What follows belongs to an exercise in optimizing a design on an open flow for small area, a short achievable clock period and few clock cycles per item; a production flow would make more cautious choices. The RTL was checked by simulation tests, not by an equivalence proof against the original design. Power and IR drop assume default switching activity.

==> inputs of run A <==
==> flow/design.v <==
module bls_eval (
    input  wire         clk,
    input  wire         rst,       
    input  wire         start,     
    input  wire [1:0]   cmd,       
    input  wire [511:0] prog,      
    input  wire [6:0]   plen,      
    input  wire [31:0]  asgin,     
    input  wire [5:0]   nvin,      
    output wire         ready,
    output reg          done,
    output reg          out,
    output reg  [255:0] ttout,
    output reg  [7:0]   efault,
    output reg  [7:0]   einfo
);
    localparam integer K   = 4;           
    localparam integer LGK = 2;
    localparam integer W   = 16;          
    localparam integer LGW = 4;
    localparam integer DS  = 8;           
    localparam integer NE  = W * DS;      
    localparam integer NG  = 64 / K;      
    localparam integer LGG = 6 - LGK;
    localparam integer M   = 2 * K + 1;   
    localparam integer LGC = 8 - LGW;
    localparam [7:0] F_NONE       = 8'h00;
    localparam [7:0] F_BAD_CMD    = 8'h10;
    localparam [7:0] F_TOO_LONG   = 8'h11;
    localparam [7:0] F_BAD_TOKEN  = 8'h12;
    localparam [7:0] F_UNDERFLOW  = 8'h13;
    localparam [7:0] F_FINAL      = 8'h15;
    localparam [7:0] F_NO_VARS    = 8'h16;
    localparam [7:0] F_TT_LARGE   = 8'h17;
    reg            run;             
    reg            tt;              
    reg [31:0]     asg;             
    reg [3:0]      nv;              
    reg [LGG-1:0]  tp;              
    reg [NG-1:0]   tpo;             
    reg [6:0]      sp;              
    reg [2:0]      mode;            
    reg [LGW-1:0]  q;               
    reg [LGC-1:0]  c;               
    reg [NE-1:0]   E;               
    reg            gv;              
    reg            glast;           
    reg [LGG-1:0]  gidx;            
    reg [K-1:0]    k_var, k_not, k_bin, k_bad;    
    reg [2*K-1:0]  k_op;
    reg [5*K-1:0]  k_idx;           
    reg            wpend, wfirst, fin;
    reg [LGW-1:0]  wq;
    reg [LGC-1:0]  wc;
    assign ready = ~run;
    wire is_tt = (cmd == 2'd2);
    reg [8*K-1:0] fgrp;
    reg [K-1:0]   f_var, f_not, f_bin, f_bad;
    reg [6:0]     fpos;
    reg [7:0]     ftk;
    reg           fval;
    always @* begin : comb1
        integer i, t, d, p, pc, g, mm, off, h;
        fgrp = {8*K{1'b0}};
        for (i = 0; i < NG; i = i + 1)
            fgrp = fgrp | ({8*K{tpo[i]}} & prog[8*K*i +: 8*K]);
        for (t = 0; t < K; t = t + 1) begin
            fpos = {tp, t[LGK-1:0]};
            fval = (fpos < plen);
            ftk  = fgrp[8*t +: 8];
            f_var[t] = fval && (ftk[7:5] == 3'b000);
            f_not[t] = fval && (ftk == 8'h80);
            f_bin[t] = fval && (ftk[4:0] == 5'd0) && (ftk[7:5] != 3'b000) && !ftk[7];
            f_bad[t] = fval && (ftk[7:5] != 3'b000) && !(ftk[4:0] == 5'd0 && ftk[7:5] <= 3'b100);
        end
    end
    wire [6:0]     lm1   = plen - 7'd1;
    wire [LGG-1:0] lastg = (plen == 7'd0) ? {LGG{1'b0}} : lm1[5:LGK];
    wire           flast = (tp == lastg);
    reg [K-1:0]   k_ev;
    reg [8*K-1:0] k_bp;             
    reg [4:0]     tix;
    reg [2:0]     tbp;
    always @* begin : comb2
        integer i, t, d, p, pc, g, mm, off, h;
        for (t = 0; t < K; t = t + 1) begin
            tix = k_idx[5*t +: 5];
            k_ev[t] = asg[tix];
            tbp = nv[2:0] - 3'd1 - tix[2:0];
            for (i = 0; i < 8; i = i + 1)
                k_bp[8*t + i] = ({1'b0, tix} < {2'b0, nv}) && (tbp == i);
        end
    end
    reg [K-1:0] flt;
    reg        anyflt, fltbad;
    reg [6:0]  fltpos;
    reg        ovf;
    reg [2*K:0] dsel;               
    reg        fin1;                
    reg [2*K:0] pfo [0:K];
    reg [K:0]   nva, nbi;
    reg [K+1:0] spd;                
    reg [K:0]   hi;                 
    wire [7:0]  cap = DS << mode;
    always @* begin : ctl
        integer t, u, a, b, j, pc;
        for (j = 0; j <= K + 1; j = j + 1) spd[j] = (sp == j);
        for (j = 0; j <= K; j = j + 1) hi[j] = ({1'b0, sp} + j > cap);
        for (t = 0; t <= K; t = t + 1) begin
            nva = {(K+1){1'b0}};
            nbi = {(K+1){1'b0}};
            for (a = 0; a < (1 << t); a = a + 1) begin
                pc = 0;
                for (u = 0; u < t; u = u + 1) pc = pc + ((a >> u) & 1);
                if ((k_var & ((1 << t) - 1)) == a) nva[pc] = 1'b1;
                if ((k_bin & ((1 << t) - 1)) == a) nbi[pc] = 1'b1;
            end
            pfo[t] = {(2*K+1){1'b0}};
            for (a = 0; a <= t; a = a + 1)
                for (b = 0; b <= t; b = b + 1)
                    pfo[t][a - b + K] = pfo[t][a - b + K] | (nva[a] & nbi[b]);
        end
        dsel = pfo[K];
        for (t = 0; t < K; t = t + 1) begin
            flt[t] = k_bad[t];
            for (j = 0; j <= t; j = j + 1)
                if (spd[j] && pfo[t][K - j] && (k_not[t] || k_bin[t])) flt[t] = 1'b1;
            for (j = 0; j <= t + 1; j = j + 1)
                if (j <= K + 1 && 1 - j >= -t && spd[j] && pfo[t][K + 1 - j] && k_bin[t]) flt[t] = 1'b1;
        end
        anyflt = 1'b0;
        fltbad = 1'b0;
        fltpos = 7'd0;
        for (t = K - 1; t >= 0; t = t - 1)
            if (flt[t]) begin
                anyflt = 1'b1;
                fltbad = k_bad[t];
                fltpos = {gidx, t[LGK-1:0]};
            end
        ovf = 1'b0;
        for (t = 1; t <= K; t = t + 1)
            for (j = 1; j <= t; j = j + 1)
                if (pfo[t][K + j] && hi[j]) ovf = 1'b1;
        fin1 = 1'b0;
        for (j = 0; j <= K + 1; j = j + 1)
            if (1 - j >= -K && spd[j] && dsel[K + 1 - j]) fin1 = 1'b1;
    end
    reg [6:0] sn;
    always @* begin : spnext
        integer d;
        sn = sp;
        for (d = -K; d <= K; d = d + 1)
            if (dsel[d + K]) sn = sp + d[6:0];
    end
    reg [LGW-1:0] mmask;            
    always @* begin : comb5
        integer i, t, d, p, pc, g, mm, off, h;
        for (i = 0; i < LGW; i = i + 1) mmask[i] = (i < mode);
    end
    reg [7:0]     rsel;
    always @* begin : comb6
        integer i, t, d, p, pc, g, mm, off, h;
        for (i = 0; i < 8; i = i + 1)
            if (i >= LGW) rsel[i] = c[i - LGW];
            else          rsel[i] = mmask[i] & q[i];
    end
    reg [K-1:0]     v_com;
    reg [K*LGW-1:0] v_lb;
    always @* begin : comb7
        integer i, t, d, p, pc, g, mm, off, h;
        for (t = 0; t < K; t = t + 1) begin
            v_com[t] = tt ? |(k_bp[8*t +: 8] & rsel) : k_ev[t];
            for (i = 0; i < LGW; i = i + 1)
                v_lb[t*LGW + i] = tt & k_bp[8*t + i] & ~mmask[i];
        end
    end
    wire [W*(K+1)-1:0] F;           
    genvar l;
    generate
        for (l = 0; l < W; l = l + 1) begin : lane
            reg [M-1:0] V [0:K];
            reg         v;
            integer a, b, j;
            always @* begin
                for (j = 0; j < M; j = j + 1)
                    V[0][j] = (l*DS + j < NE) ? E[l*DS + j] : 1'b0;
                for (a = 0; a < K; a = a + 1) begin
                    v = v_com[a];
                    for (b = 0; b < LGW; b = b + 1)
                        if ((l >> b) & 1) v = v | v_lb[a*LGW + b];
                    if (k_var[a]) begin
                        V[a+1][0] = v;
                        for (j = 1; j < M; j = j + 1) V[a+1][j] = V[a][j-1];
                    end else if (k_bin[a]) begin
                        case (k_op[2*a +: 2])
                            2'd1:    V[a+1][0] = V[a][1] & V[a][0];
                            2'd2:    V[a+1][0] = V[a][1] | V[a][0];
                            default: V[a+1][0] = V[a][1] ^ V[a][0];
                        endcase
                        for (j = 1; j < M - 1; j = j + 1) V[a+1][j] = V[a][j+1];
                        V[a+1][M-1] = 1'b0;
                    end else if (k_not[a]) begin
                        V[a+1] = V[a];
                        V[a+1][0] = ~V[a][0];
                    end else begin
                        V[a+1] = V[a];
                    end
                end
            end
            assign F[l*(K+1) +: K+1] = V[K][K:0];
        end
    endgenerate
    reg [NE-1:0] En;
    always @* begin : comb8
        integer i, t, d, p, pc, g, mm, off, h;
        for (g = 0; g < NE; g = g + 1) begin
            En[g] = 1'b0;
            for (d = -K; d <= K; d = d + 1)
                if (g - d >= 0 && g - d < NE)
                    En[g] = En[g] | (dsel[d + K] & E[g - d]);
            for (mm = 0; mm <= LGW; mm = mm + 1) begin
                off = g % (DS << mm);
                h   = (g - off) / DS;
                if (mode == mm && off <= K) En[g] = F[h*(K+1) + off];
            end
        end
    end
    reg [W-1:0] resb;
    always @* begin : comb9
        integer i, t, d, p, pc, g, mm, off, h;
        for (i = 0; i < W; i = i + 1)
            resb[i] = E[(i & ~mmask) * DS];
    end
    reg [7:0] nmask;                
    always @* begin : comb10
        integer i, t, d, p, pc, g, mm, off, h;
        for (i = 0; i < 8; i = i + 1) nmask[i] = (i < nv);
    end
    wire [LGW-1:0] qmax  = mmask & nmask[LGW-1:0];
    wire [LGC-1:0] cmax  = nmask[7:LGW];
    wire           lastq = (q == qmax);
    wire           lastp = lastq && (c == cmax);
    wire           first = (q == {LGW{1'b0}}) && (c == {LGC{1'b0}});
    wire exec    = run && gv;
    wire restart = exec && !anyflt && tt && ovf && (mode != LGW);
    wire pend    = exec && !anyflt && !restart && glast;    
    wire ok      = pend && fin1;
    always @(posedge clk) begin
        E <= En;
    end
    genvar r;
    generate
        for (r = 0; r < 256; r = r + 1) begin : ttbit
            wire wr = (wc == (r / W)) && ((((r % W) & mmask) == wq)) &&
                      ((r >= W) || (((r % W) & ~nmask) == 0));
            always @(posedge clk) begin
                if (rst)
                    ttout[r] <= 1'b0;
                else if (wpend && wr)
                    ttout[r] <= resb[r % W];
                else if (wpend && wfirst)
                    ttout[r] <= 1'b0;
            end
        end
    endgenerate
    always @(posedge clk) begin : seq
        integer t;
        if (rst) begin
            run    <= 1'b0;
            done   <= 1'b0;
            out    <= 1'b0;
            efault <= F_NONE;
            einfo  <= 8'd0;
            tp     <= {LGG{1'b0}};
            tpo    <= {{(NG-1){1'b0}}, 1'b1};
            gv     <= 1'b0;
            sp     <= 7'd0;
            wpend  <= 1'b0;
            fin    <= 1'b0;
        end else begin
            done  <= 1'b0;
            wpend <= 1'b0;
            fin   <= 1'b0;
            k_var <= f_var; k_not <= f_not; k_bin <= f_bin; k_bad <= f_bad;
            for (t = 0; t < K; t = t + 1) begin
                k_op[2*t +: 2]  <= fgrp[8*t+5 +: 2];
                k_idx[5*t +: 5] <= fgrp[8*t +: 5];
            end
            gidx  <= tp;
            glast <= flast;
            tp    <= flast ? {LGG{1'b0}} : tp + 1'b1;
            tpo   <= flast ? {{(NG-1){1'b0}}, 1'b1} : {tpo[NG-2:0], 1'b0};
            if (!run) begin
                tp  <= {LGG{1'b0}};
                tpo <= {{(NG-1){1'b0}}, 1'b1};
                gv  <= 1'b0;
                sp  <= 7'd0;
                asg <= asgin;
                nv  <= nvin[3:0];
                if (start) begin
                    tt   <= is_tt;
                    mode <= is_tt ? 3'd0 : LGW[2:0];
                    q    <= {LGW{1'b0}};
                    c    <= {LGC{1'b0}};
                    if (cmd == 2'd3) begin
                        efault <= F_BAD_CMD;
                        einfo  <= {6'd0, cmd};
                        done   <= 1'b1;
                    end else if (is_tt && nvin == 6'd0) begin
                        efault <= F_NO_VARS;
                        einfo  <= 8'd0;
                        done   <= 1'b1;
                    end else if (is_tt && nvin > 6'd8) begin
                        efault <= F_TT_LARGE;
                        einfo  <= {2'd0, nvin};
                        done   <= 1'b1;
                    end else if (plen > 7'd64) begin
                        efault <= F_TOO_LONG;
                        einfo  <= {1'b0, plen};
                        done   <= 1'b1;
                    end else begin
                        run <= 1'b1;
                        gv  <= 1'b1;
                        tp  <= flast ? {LGG{1'b0}} : {{(LGG-1){1'b0}}, 1'b1};
                        tpo <= flast ? {{(NG-1){1'b0}}, 1'b1} : {{(NG-2){1'b0}}, 2'b10};
                    end
                end
            end else if (fin) begin
                efault <= F_NONE;
                einfo  <= 8'd0;
                done   <= 1'b1;
                run    <= 1'b0;
                tp     <= {LGG{1'b0}};
                tpo    <= {{(NG-1){1'b0}}, 1'b1};
            end else if (exec) begin
                sp <= sn;
                if (anyflt) begin
                    efault <= fltbad ? F_BAD_TOKEN : F_UNDERFLOW;
                    einfo  <= {1'b0, fltpos};
                    done   <= 1'b1;
                    run    <= 1'b0;
                    tp     <= {LGG{1'b0}};
                    tpo    <= {{(NG-1){1'b0}}, 1'b1};
                end else if (restart) begin
                    mode <= mode + 3'd1;
                    sp   <= 7'd0;
                    gv   <= 1'b0;
                    tp   <= {LGG{1'b0}};
                    tpo  <= {{(NG-1){1'b0}}, 1'b1};
                end else if (pend) begin
                    sp <= 7'd0;
                    if (!fin1) begin
                        efault <= F_FINAL;
                        einfo  <= {1'b0, sn};
                        done   <= 1'b1;
                        run    <= 1'b0;
                        tp     <= {LGG{1'b0}};
                        tpo    <= {{(NG-1){1'b0}}, 1'b1};
                    end else if (!tt) begin
                        out    <= F[0];
                        efault <= F_NONE;
                        einfo  <= 8'd0;
                        done   <= 1'b1;
                        run    <= 1'b0;
                        tp     <= {LGG{1'b0}};
                        tpo    <= {{(NG-1){1'b0}}, 1'b1};
                    end else begin
                        wpend  <= 1'b1;
                        wq     <= q;
                        wc     <= c;
                        wfirst <= first;
                        if (lastp) begin
                            fin <= 1'b1;
                            gv  <= 1'b0;
                        end else if (lastq) begin
                            q <= {LGW{1'b0}};
                            c <= c + 1'b1;
                        end else begin
                            q <= q + 1'b1;
                        end
                    end
                end
            end else begin
                gv <= 1'b1;
            end
        end
    end
endmodule
==> flow/run.sh <==
#!/bin/bash
# synth_recipe.tcl (not shown) runs the flow's synth.tcl, then flattens the netlist and writes it again
# the make line also repeats each setting of config.mk as NAME=value (left out here)
make -C /OpenROAD-flow-scripts/flow DESIGN_CONFIG=/design/flow/config.mk WORK_HOME=/design/flow/orfs CLKGATE_MAP_FILE= SYNTH_SCRIPT=/design/flow/synth_recipe.tcl finish
==> flow/config.mk <==
export PLATFORM = sky130hd
export DESIGN_NAME = bls_eval
export DESIGN_NICKNAME = bls_eval
export VERILOG_FILES = /design/flow/design.v
export SDC_FILE = /design/flow/constraint.sdc
export NUM_CORES = 4
export LEC_CHECK = 0
export ABC_AREA = 1
export CAP_MARGIN = 20
export CORE_MARGIN = 2
export CORE_UTILIZATION = 30
export SETUP_SLACK_MARGIN = 5
export SLEW_MARGIN = 20
==> flow/constraint.sdc <==
create_clock -name core_clock -period 10.0 [get_ports {clk}]
set_input_delay 2.0000 -clock core_clock [delete_from_list [all_inputs] [get_ports {clk}]]
set_output_delay 2.0000 -clock core_clock [all_outputs]
set_load 0.01 [all_outputs]
==> run G: changes against run A <==
--- a/flow/design.v
+++ b/flow/design.v
@@ -39,3 +39,2 @@
     reg [LGG-1:0]  tp;              
-    reg [NG-1:0]   tpo;             
     reg [6:0]      sp;              
@@ -63,5 +62,3 @@
         integer i, t, d, p, pc, g, mm, off, h;
-        fgrp = {8*K{1'b0}};
-        for (i = 0; i < NG; i = i + 1)
-            fgrp = fgrp | ({8*K{tpo[i]}} & prog[8*K*i +: 8*K]);
+        fgrp = prog[8*K*tp +: 8*K];
         for (t = 0; t < K; t = t + 1) begin
@@ -79,14 +76,21 @@
     wire           flast = (tp == lastg);
-    reg [K-1:0]   k_ev;
-    reg [8*K-1:0] k_bp;             
-    reg [4:0]     tix;
-    reg [2:0]     tbp;
-    always @* begin : comb2
-        integer i, t, d, p, pc, g, mm, off, h;
+    reg [K-1:0]   k_ev;             
+    reg [8*K-1:0] k_ioh;            
+    reg [K-1:0]   k_and, k_or, k_xor, k_hold, k_hold0;
+    reg [4*K-1:0] k_lut;
+    always @* begin : dec
+        integer t, i;
         for (t = 0; t < K; t = t + 1) begin
-            tix = k_idx[5*t +: 5];
-            k_ev[t] = asg[tix];
-            tbp = nv[2:0] - 3'd1 - tix[2:0];
+            k_ev[t] = ~tt & asg[k_idx[5*t +: 5]];
             for (i = 0; i < 8; i = i + 1)
-                k_bp[8*t + i] = ({1'b0, tix} < {2'b0, nv}) && (tbp == i);
+                k_ioh[8*t + i] = (k_idx[5*t +: 5] == i);
+            k_and[t]   = k_bin[t] && (k_op[2*t +: 2] == 2'd1);
+            k_or[t]    = k_bin[t] && (k_op[2*t +: 2] == 2'd2);
+            k_xor[t]   = k_bin[t] && (k_op[2*t +: 2] == 2'd3);
+            k_hold[t]  = !k_var[t] && !k_bin[t];
+            k_hold0[t] = !k_var[t] && !k_bin[t] && !k_not[t];
+            k_lut[4*t+0] = k_not[t];
+            k_lut[4*t+1] = k_or[t] | k_xor[t] | k_hold0[t];
+            k_lut[4*t+2] = k_or[t] | k_xor[t] | k_not[t];
+            k_lut[4*t+3] = k_and[t] | k_or[t] | k_hold0[t];
         end
@@ -159,17 +163,39 @@
     end
-    reg [7:0]     rsel;
-    always @* begin : comb6
-        integer i, t, d, p, pc, g, mm, off, h;
-        for (i = 0; i < 8; i = i + 1)
-            if (i >= LGW) rsel[i] = c[i - LGW];
-            else          rsel[i] = mmask[i] & q[i];
-    end
+    reg [7:0]       rsl;
+    reg [8*LGW-1:0] lsl;
+    function [8*LGW+7:0] vsel;
+        input [LGC-1:0] fc;
+        input [LGW-1:0] fq;
+        input [2:0]     fm;
+        input [3:0]     fn;
+        input           ft;
+        reg   [7:0]     rs;
+        reg   [7:0]     r8;
+        reg   [8*LGW-1:0] ls;
+        integer i, k;
+        begin
+            for (i = 0; i < 8; i = i + 1)
+                if (i >= LGW) rs[i] = fc[i - LGW];
+                else          rs[i] = (i < fm) & fq[i];
+            for (k = 0; k < 8; k = k + 1) begin
+                r8[k] = 1'b0;
+                for (i = 0; i < 8; i = i + 1)
+                    if (k + i + 1 == fn) r8[k] = ft & rs[i];
+                for (i = 0; i < LGW; i = i + 1)
+                    ls[k*LGW + i] = ft && (k + i + 1 == fn) && !(i < fm);
+            end
+            vsel = {ls, r8};
+        end
+    endfunction
     reg [K-1:0]     v_com;
     reg [K*LGW-1:0] v_lb;
-    always @* begin : comb7
-        integer i, t, d, p, pc, g, mm, off, h;
+    always @* begin : vval
+        integer t, i, k;
         for (t = 0; t < K; t = t + 1) begin
-            v_com[t] = tt ? |(k_bp[8*t +: 8] & rsel) : k_ev[t];
-            for (i = 0; i < LGW; i = i + 1)
-                v_lb[t*LGW + i] = tt & k_bp[8*t + i] & ~mmask[i];
+            v_com[t] = k_ev[t] | |(k_ioh[8*t +: 8] & rsl);
+            for (i = 0; i < LGW; i = i + 1) begin
+                v_lb[t*LGW + i] = 1'b0;
+                for (k = 0; k < 8; k = k + 1)
+                    v_lb[t*LGW + i] = v_lb[t*LGW + i] | (k_ioh[8*t + k] & lsl[k*LGW + i]);
+            end
         end
@@ -190,19 +216,10 @@
                         if ((l >> b) & 1) v = v | v_lb[a*LGW + b];
-                    if (k_var[a]) begin
-                        V[a+1][0] = v;
-                        for (j = 1; j < M; j = j + 1) V[a+1][j] = V[a][j-1];
-                    end else if (k_bin[a]) begin
-                        case (k_op[2*a +: 2])
-                            2'd1:    V[a+1][0] = V[a][1] & V[a][0];
-                            2'd2:    V[a+1][0] = V[a][1] | V[a][0];
-                            default: V[a+1][0] = V[a][1] ^ V[a][0];
-                        endcase
-                        for (j = 1; j < M - 1; j = j + 1) V[a+1][j] = V[a][j+1];
-                        V[a+1][M-1] = 1'b0;
-                    end else if (k_not[a]) begin
-                        V[a+1] = V[a];
-                        V[a+1][0] = ~V[a][0];
-                    end else begin
-                        V[a+1] = V[a];
-                    end
+                    V[a+1][0] = V[a][1] ? (V[a][0] ? ((k_var[a] & v) | k_lut[4*a+3])
+                                                   : ((k_var[a] & v) | k_lut[4*a+2]))
+                                        : (V[a][0] ? ((k_var[a] & v) | k_lut[4*a+1])
+                                                   : ((k_var[a] & v) | k_lut[4*a+0]));
+                    for (j = 1; j < M; j = j + 1)
+                        V[a+1][j] = (k_var[a] & V[a][j-1]) |
+                                    (k_bin[a] & (j + 1 < M ? V[a][(j + 1) % M] : 1'b0)) |
+                                    (k_hold[a] & V[a][j]);
                 end
@@ -274,3 +291,2 @@
             tp     <= {LGG{1'b0}};
-            tpo    <= {{(NG-1){1'b0}}, 1'b1};
             gv     <= 1'b0;
@@ -291,6 +307,4 @@
             tp    <= flast ? {LGG{1'b0}} : tp + 1'b1;
-            tpo   <= flast ? {{(NG-1){1'b0}}, 1'b1} : {tpo[NG-2:0], 1'b0};
             if (!run) begin
                 tp  <= {LGG{1'b0}};
-                tpo <= {{(NG-1){1'b0}}, 1'b1};
                 gv  <= 1'b0;
@@ -304,2 +318,4 @@
                     c    <= {LGC{1'b0}};
+                    {lsl, rsl} <= vsel({LGC{1'b0}}, {LGW{1'b0}}, is_tt ? 3'd0 : LGW[2:0],
+                                       nvin[3:0], is_tt);
                     if (cmd == 2'd3) begin
@@ -324,3 +340,2 @@
                         tp  <= flast ? {LGG{1'b0}} : {{(LGG-1){1'b0}}, 1'b1};
-                        tpo <= flast ? {{(NG-1){1'b0}}, 1'b1} : {{(NG-2){1'b0}}, 2'b10};
                     end
@@ -333,3 +348,2 @@
                 tp     <= {LGG{1'b0}};
-                tpo    <= {{(NG-1){1'b0}}, 1'b1};
             end else if (exec) begin
@@ -342,5 +356,7 @@
                     tp     <= {LGG{1'b0}};
-                    tpo    <= {{(NG-1){1'b0}}, 1'b1};
                 end else if (restart) begin
                     mode <= mode + 3'd1;
+                    q    <= {LGW{1'b0}};
+                    c    <= {LGC{1'b0}};
+                    {lsl, rsl} <= vsel({LGC{1'b0}}, {LGW{1'b0}}, mode + 3'd1, nv, tt);
                     sp   <= 7'd0;
@@ -348,3 +364,2 @@
                     tp   <= {LGG{1'b0}};
-                    tpo  <= {{(NG-1){1'b0}}, 1'b1};
                 end else if (pend) begin
@@ -357,3 +372,2 @@
                         tp     <= {LGG{1'b0}};
-                        tpo    <= {{(NG-1){1'b0}}, 1'b1};
                     end else if (!tt) begin
@@ -365,3 +379,2 @@
                         tp     <= {LGG{1'b0}};
-                        tpo    <= {{(NG-1){1'b0}}, 1'b1};
                     end else begin
@@ -377,4 +390,6 @@
                             c <= c + 1'b1;
+                            {lsl, rsl} <= vsel(c + 1'b1, {LGW{1'b0}}, mode, nv, tt);
                         end else begin
                             q <= q + 1'b1;
+                            {lsl, rsl} <= vsel(c, q + 1'b1, mode, nv, tt);
                         end
==> run summary <==
| quantity | run G | run A |
|---|---|---|
| Share of cell area taken by multi-input logic gates | 0.499 | 0.508 |
| Synth Area in Simple Gates | 0.277 | 0.223 |
| Slack of the critical path | 5180 ps | 4790 ps |
| Clock group | 2.76 mW | 2.68 mW |
| Run status | timing/DRC/antenna clean | timing/DRC/antenna clean |
| Overall power consumption | 10.1 mW | 9.61 mW |
| Power dissipated by switching net loads | 4.70 mW | 4.28 mW |
| Final instance count without filler cells | 9866 | 9883 |
| Antenna diode instance count | 21 | 41 |
| Portion of total power attributed to the clock network | 0.272 | 0.279 |
| Global router's overall resource usage | 0.338 | 0.357 |
| Via count | 61259 | 60292 |
| Met1 usage in global routing | 0.400 | 0.399 |
| Pin count of the biggest net entering global routing | 117 | 155 |
| Worst path required time | 10610 ps | 10490 ps |
| Via count of the first global-routing pass | 56318 | 55149 |
| Non-clock buffer instance count of the final layout | 978 | 1117 |
| Met2 track demand over resource in global routing | 0.522 | 0.563 |
| Sequential group power | 3.18 mW | 2.93 mW |
| Post-synthesis cell area | 46000 µm² | 46300 µm² |
| Transition time at the pin with the least slew margin | 1210 ps | 1190 ps |
| Met3 track utilization from global routing | 0.0772 | 0.0873 |
| Tightest slew margin relative to the limit | 0.195 | 0.206 |
Testbench counts of run A, summed over its fixed seeds: cycles 7,315, commands 384.
Testbench counts of run G, summed over its fixed seeds: cycles 7,315, commands 384.

afterwards: timing with drivers on the ports:
The flow's constraints put no driver on any port. The routed layouts listed below were extracted and timed again, unchanged, in two steps.
Step 1, drivers: a clkbuf_16 drives clk and a buf_2 each remaining input, both assumed.
Step 2 adds t to the input delays and takes it off the output delays; t is the mean of the earliest and latest rising clock arrival at the registers after step 1. Input paths then give back, and output paths get back, about the clock's delay inside the block.
a / b / c = no drivers / after step 1 / after step 2; a / b = the first two.
run	t (ns)	setup WS [ns]	worst setup path after step 2	clock arrival spread, ns
run A	0.744	4.785 / 4.785 / 4.226	input to register	0.073 / 0.072
run G	0.746	5.181 / 5.181 / 4.592	input to register	0.040 / 0.040
After both steps every run listed still meets setup and hold. For run G, which loses most, drivers alone change the setup slack by 0.000 ns; drivers and shift together by -0.589 ns.
